Context: an optimization exercise on an open-source flow, tuned for small area, a short achievable clock period and few clock cycles per item. The choices shown serve that exercise and are no tape-out recipe.
At most, simulation tests tie the RTL to the original design; equivalence was not proved.
Power figures rest on the tool's default switching activity, not on a simulated workload.

## pn532_codec
module pn532_codec (
    input  wire       clk,
    input  wire       rst,
    input  wire [7:0] in_data,
    input  wire       in_valid,
    output wire       in_ready,
    output wire [7:0] out_data,
    output wire       out_valid,
    output wire       out_last,
    output wire       out_fault,
    input  wire       out_ready
);
Size: about 580 cells after synthesis, about 24 I/O pins.
Settings: LEC_CHECK=0, CAP_MARGIN=20, CORE_MARGIN=2, CORE_UTILIZATION=40, SETUP_SLACK_MARGIN=1.5, SLEW_MARGIN=20; clock period 5.0 ns.
run.sh (not shown) runs the stock make flow with config.mk's settings and CLKGATE_MAP_FILE= SYNTH_SCRIPT=/design/flow/synth_recipe.tcl, a recipe that flattens the netlist after the stock synthesis.
The baseline finished with timing, DRC and antenna clean.
Then changed:
- SETUP_SLACK_MARGIN: 1.5 -> 2.0
Maximum frequency grows by 14%; utilization grows by 1.7 points; hold slack is worse by 5.9 ps; non-clock buffer count grows by 13.
Then changed:
- SETUP_SLACK_MARGIN: 2.0 -> not set
=>
- synthesized cell count stays the same
- core utilization decreases by 1.8 points
- worst setup slack is worse by 700 ps
- fmax decreases by about a fifth
- die area does not change
- sequential cell count does not change
- sequential share of layout area increases by 0.89 points
- non-clock buffer count decreases by 13
Then changed:
- SETUP_SLACK_MARGIN: not set -> 2.5
Effect:
- final area goes up by 15%
- die area stays the same
- final cell count is higher by 3.6%
- wire length grows by 8.7%
- power rises by 16%
- combinational power rises by 28%
- clock power stays flat
- flip-flop and latch count does not change
- first-iteration DRC count goes up by 6.8%
Function was not checked in any run of this note: the RTL went through the layout flow alone.

---

job 6984:
pn532_codec, a different RTL version from the one above (not shown whole).
Size: ~510 cells after synthesis, roughly 65 flip-flops, roughly 24 I/O pins.
==> flow/config.mk <==
export PLATFORM = sky130hd
export DESIGN_NAME = pn532_codec
export DESIGN_NICKNAME = pn532_codec
export VERILOG_FILES = /design/flow/design.v
export SDC_FILE = /design/flow/constraint.sdc
export NUM_CORES = 4
export LEC_CHECK = 0
export CAP_MARGIN = 20
export CORE_MARGIN = 2
export CORE_UTILIZATION = 40
export SETUP_SLACK_MARGIN = 2.8
export SLEW_MARGIN = 20
==> flow/constraint.sdc <==
create_clock -name core_clock -period 5.0 [get_ports {clk}]
set_input_delay 1.0000 -clock core_clock [delete_from_list [all_inputs] [get_ports {clk}]]
set_output_delay 1.0000 -clock core_clock [all_outputs]
set_load 0.01 [all_outputs]
standard.sh (not shown) runs the stock make flow with config.mk's settings and CLKGATE_MAP_FILE= SYNTH_SCRIPT=/design/flow/synth_recipe.tcl, a recipe that flattens the netlist after the stock synthesis.
==> flow/flow/run.sh <==
#!/bin/bash
set -euo pipefail
export BUFFER_PORTS_ARGS="-buffer_cell sky130_fd_sc_hd__buf_4"
bash standard.sh > standard_flow.log 2>&1
Testbench counts of job 6984, summed over its fixed seeds: cycles 78,497, items 1,920.
> inputs changed (job 6984 -> job 4529)
Settings: SETUP_SLACK_MARGIN now 2.4, was 2.8.
Findings:
Job 4529 vs. job 6984: multi-input logic area moved down, areal power density over the cells moved up, final period utilization moved up, time the final worst path needs with I/O delays and setup moved up.
Job 6984 → job 4529: max-cap check violation count neither gained nor lost much, cell count decreased 9.1%, final core utilization went down by 11 points.
Cmp job 4529 vs job 6984: clock group share of total power lower in job 4529
Lower worst ir drop on vdd goes to job 4529 over job 6984.
The following lists how job 7647 was set up differently from job 4529:
Settings: swapping 2.4 for 2.0 in SETUP_SLACK_MARGIN.
==> comparison <==
- Job 7647 completed end to end with timing, DRC and antenna clean.
- Compared to job 4529, job 7647 has clock buffer and inverter area fraction after layout 0.57 points higher.
- Synthesis-to-layout area growth for job 7647 is lower than for job 4529.
- There was hardly any difference in worst hold slack after final layout between job 7647 and job 4529.
- Number of buffers other than clock buffers in the final layout sits lower in job 7647 than in job 4529.
- Delta (job 7647 minus job 4529): register-to-register slack decreased 0.17 ns, depth of the critical timing path with buffers and inverters included increased 3.
Here is what was changed in the inputs of job 7452 compared with job 7647.
Settings: a change of CORE_UTILIZATION from 40 to 55; a change of SETUP_SLACK_MARGIN from 2.0 to 2.5.
Notes after the runs:
Taking job 7647 as the reference, in job 7452 design area shows an increase of about 4%, total routing resource utilization after global routing picked up an extra 9.9 points, register-to-register setup slack shows an increase of 0.24 ns, combinational cell fraction of total power up 3.2 points. In job 7452 the flip-flop and latch share of the layout cell area turned out 1.2 points lower than in job 7647.

[re-timing with driven ports]
No port has a modelled driver above. Below, the same layouts with a new extraction and two added sets of constraints. Step 1, drivers: a clkbuf_16 drives clk and a buf_2 each remaining input, both assumed. Step 2 adds t to the input delays and takes it off the output delays; t is the mean of the earliest and latest rising clock arrival at the registers after step 1. Input paths then give back, and output paths get back, about the clock's delay inside the block. Three values: ideal, step 1, step 2; two values: the first two.
run	t, ns	setup slack, ns	worst hold slack (ns)	worst register clock-pin slew, ns	pins driven straight from the clock port
the first run of note 1	0.341	1.651 / 1.634 / 1.327	0.569 / 0.569 / 0.569	0.07 / 0.07	1
the second run of note 1	0.336	2.058 / 2.058 / 1.755	0.563 / 0.563 / 0.563	0.07 / 0.07	1
the third run of note 1	0.343	1.360 / 1.374 / 1.031	0.564 / 0.564 / 0.564	0.08 / 0.08	1
the fourth run of note 1	0.350	2.331 / 2.331 / 2.096	0.550 / 0.550 / 0.550	0.08 / 0.08	1
job 6984	0.373	2.512 / 2.480 / 2.125	0.488 / 0.488 / 0.488	0.06 / 0.06	1
job 4529	0.377	2.408 / 2.384 / 2.140	0.489 / 0.489 / 0.489	0.06 / 0.06	1
job 7647	0.384	2.156 / 2.141 / 1.787	0.490 / 0.490 / 0.490	0.06 / 0.06	1
job 7452	0.389	2.471 / 2.440 / 2.127	0.494 / 0.494 / 0.494	0.08 / 0.08	1
After both steps every run listed still meets setup and hold. For job 6984, which loses most, drivers alone change the setup slack by -0.032 ns; drivers and shift together by -0.387 ns.
